What follows belongs to an exercise in optimizing a design on an open flow for small area, a short achievable clock period and few clock cycles; a production flow would make more cautious choices.
Where RTL was checked, it was by simulation tests only, not by an equivalence proof against the original.
Power and IR drop assume default switching activity.

Setup of ember:
// fdc_engine
module fdc_engine (
    input  wire        clk,
    input  wire        rst,
    input  wire        cmd_valid,
    output wire        cmd_ready,
    input  wire [31:0] cmd_word,
    input  wire [31:0] cmd_arg,
    input  wire        cmd_empty,
    input  wire        in_valid,
    output wire        in_ready,
    input  wire [7:0]  in_data,
    input  wire        in_last,
    output wire        out_valid,
    input  wire        out_ready,
    output wire [7:0]  out_data,
    output wire        done,
    output wire [7:0]  status
);
clock: 3.6 ns
lec_check: 0
cap_margin: 20
core_margin: 2
core_utilization: 40
place_density: 0.6
setup_slack_margin: 1.5
slew_margin: 20
synth_hierarchical: 1
run.sh (not shown) runs the stock make flow with config.mk's settings and CLKGATE_MAP_FILE= SYNTH_SCRIPT=/design/flow/synth_recipe.tcl, a recipe that flattens the netlist after the stock synthesis.
## Diff of input files: fjord against ember
--- a/flow/design.v
+++ b/flow/design.v
@@ -121,21 +121,21 @@
     reg        k_stuff, k_unst, k_mod, k_crc, k_set;
     reg        ord;           
     reg        s_err;         
     reg        s_opd;         
     reg [7:0]  acc8;          
     reg        t2;            
     reg        ov;            
     reg [7:0]  od;            
     reg [7:0]  lb;            
     reg        sk_v;          
-    reg [3:0]  rowm;          
+    reg [15:0] rowm;          
     reg        fresh;         
     reg        pe_r;          
     reg        kept;          
     wire [7:0] c_op     = cmd_word[7:0];
     wire       c_hi0    = (cmd_word[31:9] == 23'd0);
     wire       c_b8     = cmd_word[8];
     wire       c_set    = (c_op == OP_SETSTAFF) && c_hi0 && !c_b8;
     wire       c_rst    = (c_op == OP_RESET)    && c_hi0 && !c_b8;
     wire       c_stuff  = (c_op == OP_STUFF)    && c_hi0 && !c_b8;
     wire       c_unst   = (c_op == OP_UNSTUFF)  && c_hi0 && !c_b8;
@@ -176,28 +176,21 @@
     generate
         for (gc = 0; gc < 16; gc = gc + 1) begin : g_col
             wire [15:0] col;
             genvar gr;
             for (gr = 0; gr < 16; gr = gr + 1) begin : g_bit
                 assign col[gr] = cfg_pat[16 * gr + gc];
             end
             fdc_sel16 u_col (.sel(dhi), .v(col), .hit(row_sel[gc]));
         end
     endgenerate
-    wire [3:0] rowm_g;
-    genvar gq;
-    generate
-        for (gq = 0; gq < 4; gq = gq + 1) begin : g_grp
-            fdc_sel4 u_grp (.sel(dlo[4*gq +: 4]), .v(row_sel[4*gq +: 4]), .hit(rowm_g[gq]));
-        end
-    endgenerate
-    wire [3:0] rowm_n = rowm_g & {4{cfg_en}};
+    wire [15:0] rowm_n = row_sel & dlo & {16{cfg_en}};
     wire p_last = |rowm;
     wire [15:0] crc_next;
     fdc_crcstep u_crc (.c({acc8, od}), .b(in_data), .n(crc_next));
     wire [7:0]  sum_next;
     fdc_add8 u_add (.a(od), .b(in_data), .s(sum_next));
     wire        crc_swap = in_last && !ord;
     wire [7:0]  crc_od   = crc_swap ? crc_next[15:8] : crc_next[7:0];
     wire [7:0]  crc_acc  = crc_swap ? crc_next[7:0]  : crc_next[15:8];
     wire k_byte  = k_stuff || k_unst;
     wire pe_src  = fresh ? p_last : pe_r;
==> comparison <==
- Taking ember as the reference, in fjord average footprint of a synthesized cell went up; leakage power went up; height of the die went up.
- On area of the die, ember beats fjord.
- From ember to fjord the numbers moved as follows: flip-flop and latch share of the layout cell area increased by 2.4 points relative to the old numbers, first-pass GRT wire length fell 6.8%, average via count per standard cell has decreased, cell count has increased, ratio of total power to cell area saw an increase.
- [fjord vs ember] wire length: lower in fjord
- Comparing fjord and ember, the lower worst max-slew margin expressed relative to the limit was measured on ember.
- Capturing element of the worst setup path: rowm[8]$_DFFE_PP_ -> fjord, rowm[3]$_DFFE_PP_ -> ember
- Transition at the pin with the smallest max-transition slack for fjord is lower than for ember.
- Power on fjord is up relative to ember.
Testbench counts of fjord, summed over its fixed seeds: cycles 15,081.
The RTL of ember was laid out without a check of its function.

## the baseline
Another version of the RTL of fdc_engine (not shown whole).
Size: roughly 1300 cells after synthesis, ~310 flip-flops, roughly 99 I/O pins, roughly 13000 um2 of cells after synthesis.
clock: 3.6 ns
lec_check: 0
cap_margin: 20
core_margin: 2
core_utilization: 40
place_density: 0.6
setup_slack_margin: 1.5
slew_margin: 20
synth_hierarchical: 1
standard.sh (not shown) runs the stock make flow with config.mk's settings and CLKGATE_MAP_FILE= SYNTH_SCRIPT=/design/flow/synth_recipe.tcl, a recipe that flattens the netlist after the stock synthesis.
==> flow/flow/run.sh <==
#!/bin/bash
# Own layout flow: the standard ORFS flow, with the port buffers made
# from sky130_fd_sc_hd__buf_2 instead of the default delay-buffer family, and
# the timing repair free to change a cell's footprint. Everything else
# (synthesis, floorplan, power grid, CTS, routing) is the standard flow.
set -euo pipefail
W=$PWD
cat > "$W/own.mk" <<EOM
include $W/config.mk
export BUFFER_PORTS_ARGS = -buffer_cell sky130_fd_sc_hd__buf_2
export MATCH_CELL_FOOTPRINT = 0
EOM
sed "s#DESIGN_CONFIG=[^ ]*#DESIGN_CONFIG=$W/own.mk#" standard.sh > "$W/own_standard.sh"
bash "$W/own_standard.sh" > "$W/own_flow.log" 2>&1
Testbench counts of the baseline, summed over its fixed seeds: cycles 15,081.
Setup changes, the baseline to the candidate
-- flow/design.v --
<<< the baseline, line 18
    assign val[0]   = p;
endmodule
module fdc_crcstep (
    input  wire [15:0] c,
>>> the candidate, line 18
    assign val[0]   = p;
endmodule
module fdc_par8 (
    input  wire [7:0] v,
    output wire       p
);
    assign p = ((v[0] ^ v[1]) ^ (v[2] ^ v[3])) ^ ((v[4] ^ v[5]) ^ (v[6] ^ v[7]));
endmodule
module fdc_xor2 (
    input  wire a,
    input  wire b,
    output wire y
);
    assign y = a ^ b;
endmodule
module fdc_crcstep (
    input  wire [15:0] c,
<<< the baseline, line 24
);
    wire [7:0] x  = c[7:0] ^ b;
    wire pc = ((c[0] ^ c[1]) ^ (c[2] ^ c[3])) ^ ((c[4] ^ c[5]) ^ (c[6] ^ c[7]));
    wire pb = ((b[0] ^ b[1]) ^ (b[2] ^ b[3])) ^ ((b[4] ^ b[5]) ^ (b[6] ^ b[7]));
    wire p  = pc ^ pb;
    assign n[15] = p;
    assign n[14] = (pc ^ c[7]) ^ (pb ^ b[7]);
    assign n[13] = x[7] ^ x[6];
    assign n[12] = x[6] ^ x[5];
>>> the candidate, line 37
);
    wire [7:0] x  = c[7:0] ^ b;
    wire pc, pb, pb7;
    fdc_par8 u_pc (.v(c[7:0]), .p(pc));
    fdc_par8 u_pb (.v(b), .p(pb));
    fdc_par8 u_pb7 (.v({1'b0, b[6:0]}), .p(pb7));
    fdc_xor2 u_n15 (.a(pc), .b(pb), .y(n[15]));
    fdc_xor2 u_n14 (.a(pc ^ c[7]), .b(pb7), .y(n[14]));
    assign n[13] = x[7] ^ x[6];
    assign n[12] = x[6] ^ x[5];
<<< the baseline, line 38
    assign n[6]  = c[14] ^ x[0];
    assign n[5:1] = c[13:9];
    assign n[0]  = c[8] ^ p;
endmodule
module fdc_add8 (
>>> the candidate, line 52
    assign n[6]  = c[14] ^ x[0];
    assign n[5:1] = c[13:9];
    fdc_xor2 u_n0 (.a(c[8] ^ pc), .b(pb), .y(n[0]));
endmodule
module fdc_add8 (
<<< the baseline, line 86
module fdc_odsel (
    input  wire [7:0] sum,
    input  wire [7:0] crc,
    input  wire [7:0] esc,
    input  wire [7:0] rest,
    input  wire       s_sum,
    input  wire       s_crc,
    input  wire       s_esc,
    output wire [7:0] q
);
    assign q = s_esc ? esc : (({8{s_sum}} & sum) | ({8{s_crc}} & crc) | rest);
endmodule
module fdc_nor2 (
>>> the candidate, line 100
module fdc_odsel (
    input  wire [7:0] sum,
    input  wire [7:0] clo,
    input  wire [7:0] chi,
    input  wire [7:0] esc,
    input  wire [7:0] rest,
    input  wire       s_sum,
    input  wire       s_clo,
    input  wire       s_chi,
    input  wire       s_esc,
    output wire [7:0] q
);
    assign q = ({8{s_sum}} & sum) | ({8{s_clo}} & clo) | ({8{s_chi}} & chi) |
               (s_esc ? esc : rest);
endmodule
module fdc_nor2 (
<<< the baseline, line 219
    fdc_add8 u_add (.a(od), .b(in_data), .s(sum_next));
    wire        crc_swap = in_last && !ord;
    wire [7:0]  crc_od   = crc_swap ? crc_next[15:8] : crc_next[7:0];
    wire [7:0]  crc_acc  = crc_swap ? crc_next[7:0]  : crc_next[15:8];
    wire k_byte  = k_stuff || k_unst;
>>> the candidate, line 236
    fdc_add8 u_add (.a(od), .b(in_data), .s(sum_next));
    wire        crc_swap = in_last && !ord;
    wire [7:0]  crc_acc  = crc_swap ? crc_next[7:0]  : crc_next[15:8];
    wire k_byte  = k_stuff || k_unst;
<<< the baseline, line 243
                         ({8{s_hold}} & od);
    wire [7:0] od_n;
    fdc_odsel u_odsel (.sum(sum_next), .crc(crc_od), .esc(cfg_esc), .rest(od_rest),
                       .s_sum(s_sum), .s_crc(s_crc), .s_esc(s_esc), .q(od_n));
    reg ov_n;
    always @(*) begin
>>> the candidate, line 259
                         ({8{s_hold}} & od);
    wire [7:0] od_n;
    fdc_odsel u_odsel (.sum(sum_next), .clo(crc_next[7:0]), .chi(crc_next[15:8]),
                       .esc(cfg_esc), .rest(od_rest),
                       .s_sum(s_sum), .s_clo(s_crc && !crc_swap), .s_chi(s_crc && crc_swap),
                       .s_esc(s_esc), .q(od_n));
    reg ov_n;
    always @(*) begin
--- outcome ---
- The candidate went all the way through synthesis, placement and routing and the layout is clean on timing, DRC and antenna.
- Changes observed in the candidate relative to the baseline: routed wire length shows no meaningful change, met3 layer wire length in the routed design went down by 6.6%.
- Between the candidate and the baseline, it is the candidate whose largest vdd supply drop is higher, by 34%.
- Cell count after placement was lower in the candidate than in the baseline.
- Of the two candidates, the baseline has the worse total power and the candidate the better one.
- Compared with the baseline, in the candidate via count higher; combinational share of power lower.
Testbench counts of the candidate, summed over its fixed seeds: cycles 15,081.

RTL: one of the versions met above, not the one the previous note started from.
Size: roughly 1300 cells after synthesis, roughly 99 I/O pins.
==> flow/config.mk <==
export PLATFORM = sky130hd
export DESIGN_NAME = fdc_engine
export DESIGN_NICKNAME = fdc_engine
export VERILOG_FILES = /design/flow/design.v
export SDC_FILE = /design/flow/constraint.sdc
export NUM_CORES = 4
export LEC_CHECK = 0
export CAP_MARGIN = 20
export CORE_MARGIN = 2
export CORE_UTILIZATION = 40
export PLACE_DENSITY = 0.6
export SETUP_SLACK_MARGIN = 1.6
export SLEW_MARGIN = 20
export SYNTH_HIERARCHICAL = 1
==> flow/constraint.sdc <==
create_clock -name core_clock -period 3.6 [get_ports {clk}]
set_input_delay 0.7200 -clock core_clock [delete_from_list [all_inputs] [get_ports {clk}]]
set_output_delay 0.7200 -clock core_clock [all_outputs]
set_load 0.01 [all_outputs]
Scripts as last shown in full above: flow/flow/run.sh
The baseline passed the timing, design-rule and antenna checks.
Testbench counts at the start, summed over its fixed seeds: cycles 15,081.
Change:
--- a/flow/design.v
+++ b/flow/design.v
@@ -14,47 +14,33 @@
     assign val[8]   = idx[2] ^ idx[1];
     assign val[7]   = idx[1] ^ idx[0];
     assign val[6]   = idx[0];
     assign val[5:1] = 5'd0;
     assign val[0]   = p;
 endmodule
-module fdc_par8 (
-    input  wire [7:0] v,
-    output wire       p
-);
-    assign p = ((v[0] ^ v[1]) ^ (v[2] ^ v[3])) ^ ((v[4] ^ v[5]) ^ (v[6] ^ v[7]));
-endmodule
-module fdc_xor2 (
-    input  wire a,
-    input  wire b,
-    output wire y
-);
-    assign y = a ^ b;
-endmodule
 module fdc_crcstep (
     input  wire [15:0] c,
     input  wire [7:0]  b,
     output wire [15:0] n
 );
     wire [7:0] x  = c[7:0] ^ b;
-    wire pc, pb, pb7;
-    fdc_par8 u_pc (.v(c[7:0]), .p(pc));
-    fdc_par8 u_pb (.v(b), .p(pb));
-    fdc_par8 u_pb7 (.v({1'b0, b[6:0]}), .p(pb7));
-    fdc_xor2 u_n15 (.a(pc), .b(pb), .y(n[15]));
-    fdc_xor2 u_n14 (.a(pc ^ c[7]), .b(pb7), .y(n[14]));
+    wire pc = ((c[0] ^ c[1]) ^ (c[2] ^ c[3])) ^ ((c[4] ^ c[5]) ^ (c[6] ^ c[7]));
+    wire pb = ((b[0] ^ b[1]) ^ (b[2] ^ b[3])) ^ ((b[4] ^ b[5]) ^ (b[6] ^ b[7]));
+    wire p  = pc ^ pb;
+    assign n[15] = p;
+    assign n[14] = (pc ^ c[7]) ^ (pb ^ b[7]);
     assign n[13] = x[7] ^ x[6];
     assign n[12] = x[6] ^ x[5];
     assign n[11] = x[5] ^ x[4];
     assign n[10] = x[4] ^ x[3];
     assign n[9]  = x[3] ^ x[2];
     assign n[8]  = x[2] ^ x[1];
     assign n[7]  = c[15] ^ x[1] ^ x[0];
     assign n[6]  = c[14] ^ x[0];
     assign n[5:1] = c[13:9];
-    fdc_xor2 u_n0 (.a(c[8] ^ pc), .b(pb), .y(n[0]));
+    assign n[0]  = c[8] ^ p;
 endmodule
 module fdc_add8 (
     input  wire [7:0] a,
     input  wire [7:0] b,
     output wire [7:0] s
 );
@@ -96,24 +82,21 @@
     fdc_miss8 u0 (.sel(sel[7:0]),  .v(v[7:0]),  .miss(m[0]));
     fdc_miss8 u1 (.sel(sel[15:8]), .v(v[15:8]), .miss(m[1]));
     assign hit = !(m[0] && m[1]);
 endmodule
 module fdc_odsel (
     input  wire [7:0] sum,
-    input  wire [7:0] clo,
-    input  wire [7:0] chi,
+    input  wire [7:0] crc,
     input  wire [7:0] esc,
     input  wire [7:0] rest,
     input  wire       s_sum,
-    input  wire       s_clo,
-    input  wire       s_chi,
+    input  wire       s_crc,
     input  wire       s_esc,
     output wire [7:0] q
 );
-    assign q = ({8{s_sum}} & sum) | ({8{s_clo}} & clo) | ({8{s_chi}} & chi) |
-               (s_esc ? esc : rest);
+    assign q = s_esc ? esc : (({8{s_sum}} & sum) | ({8{s_crc}} & crc) | rest);
 endmodule
 module fdc_nor2 (
     input  wire a,
     input  wire b,
     output wire y
 );
@@ -214,30 +197,30 @@
             for (gr = 0; gr < 16; gr = gr + 1) begin : g_bit
                 assign col[gr] = cfg_pat[16 * gr + gc];
             end
             fdc_sel16 u_col (.sel(dhi), .v(col), .hit(row_sel[gc]));
         end
     endgenerate
-    wire [15:0] dlo_en = dlo & {16{cfg_en}};
     wire [3:0] rowm_g;
     genvar gq;
     generate
         for (gq = 0; gq < 4; gq = gq + 1) begin : g_grp
-            fdc_sel4 u_grp (.sel(dlo_en[4*gq +: 4]), .v(row_sel[4*gq +: 4]), .hit(rowm_g[gq]));
+            fdc_sel4 u_grp (.sel(dlo[4*gq +: 4]), .v(row_sel[4*gq +: 4]), .hit(rowm_g[gq]));
         end
     endgenerate
-    wire [3:0] rowm_n = rowm_g;
+    wire [3:0] rowm_n = rowm_g & {4{cfg_en}};
     wire [1:0] rowm_z;
     fdc_nor2 u_z0 (.a(rowm[0]), .b(rowm[1]), .y(rowm_z[0]));
     fdc_nor2 u_z1 (.a(rowm[2]), .b(rowm[3]), .y(rowm_z[1]));
     wire p_last = !(rowm_z[0] && rowm_z[1]);
     wire [15:0] crc_next;
     fdc_crcstep u_crc (.c({acc8, od}), .b(in_data), .n(crc_next));
     wire [7:0]  sum_next;
     fdc_add8 u_add (.a(od), .b(in_data), .s(sum_next));
     wire        crc_swap = in_last && !ord;
+    wire [7:0]  crc_od   = crc_swap ? crc_next[15:8] : crc_next[7:0];
     wire [7:0]  crc_acc  = crc_swap ? crc_next[7:0]  : crc_next[15:8];
     wire k_byte  = k_stuff || k_unst;
     wire pe_src  = fresh ? p_last : pe_r;
     wire pe_eff  = k_stuff && ov && pe_src;
     wire u_drop  = kept && p_last && (in_data == cfg_esc);
     wire in_keep = in_fire && !u_drop;
@@ -255,16 +238,14 @@
     wire [7:0] od_rest = ({8{s_c}}   & {8{c_op[0]}}) |
                          ({8{s_lb}}  & lb)           |
                          ({8{s_in}}  & in_data)      |
                          ({8{s_a8}}  & acc8)         |
                          ({8{s_hold}} & od);
     wire [7:0] od_n;
-    fdc_odsel u_odsel (.sum(sum_next), .clo(crc_next[7:0]), .chi(crc_next[15:8]),
-                       .esc(cfg_esc), .rest(od_rest),
-                       .s_sum(s_sum), .s_clo(s_crc && !crc_swap), .s_chi(s_crc && crc_swap),
-                       .s_esc(s_esc), .q(od_n));
+    fdc_odsel u_odsel (.sum(sum_next), .crc(crc_od), .esc(cfg_esc), .rest(od_rest),
+                       .s_sum(s_sum), .s_crc(s_crc), .s_esc(s_esc), .q(od_n));
     reg ov_n;
     always @(*) begin
         if (hold)
             ov_n = 1'b1;
         else if (!busy)
             ov_n = cmd_fire && cmd_empty && (c_mod || c_crc);
After rerunning: Worst hold slack improved by 0.040 ns; via count climbs by about 0.9%; routed wire length climbs by 2.3%; critical path depth climbs by 3; worst setup slack got worse by 0.057 ns.
No functional check of the RTL was part of the second run of this note.

## re-timing with driven ports
No port has a modelled driver above. Below, the same layouts with a new extraction and two added sets of constraints.
Step 1 assumes that a clkbuf_16 drives the clock port and a buf_2 every other input.
Step 2 also shifts input and output timing later by t, the mid clock arrival at the registers, as if the neighbouring blocks saw the same clock.
Three values: no drivers, after step 1, after step 2; two values: the first two.
| run | t (ns) | setup slack, ns | worst slew at a driven data input, ns | pins driven straight from the clock port |
|---|---|---|---|---|
| ember | 0.571 | 1.277 / 1.252 / 0.681 | 0.10 | 1 |
| fjord | 0.568 | 1.458 / 1.482 / 0.915 | 0.06 | 1 |
| the baseline | 0.557 | 1.482 / 1.482 / 0.960 | 0.05 | 1 |
| the candidate | 0.558 | 1.594 / 1.588 / 1.030 | 0.05 | 1 |
| the first run of note 3 | 0.606 | 1.576 / 1.601 / 0.995 | 0.06 | 1 |
| the second run of note 3 | 0.556 | 1.519 / 1.519 / 0.975 | 0.12 | 1 |
After both steps setup and hold are still met in every run listed. The setup slack of ember, which loses most, moves by -0.025 ns with the drivers and by -0.596 ns with both steps.
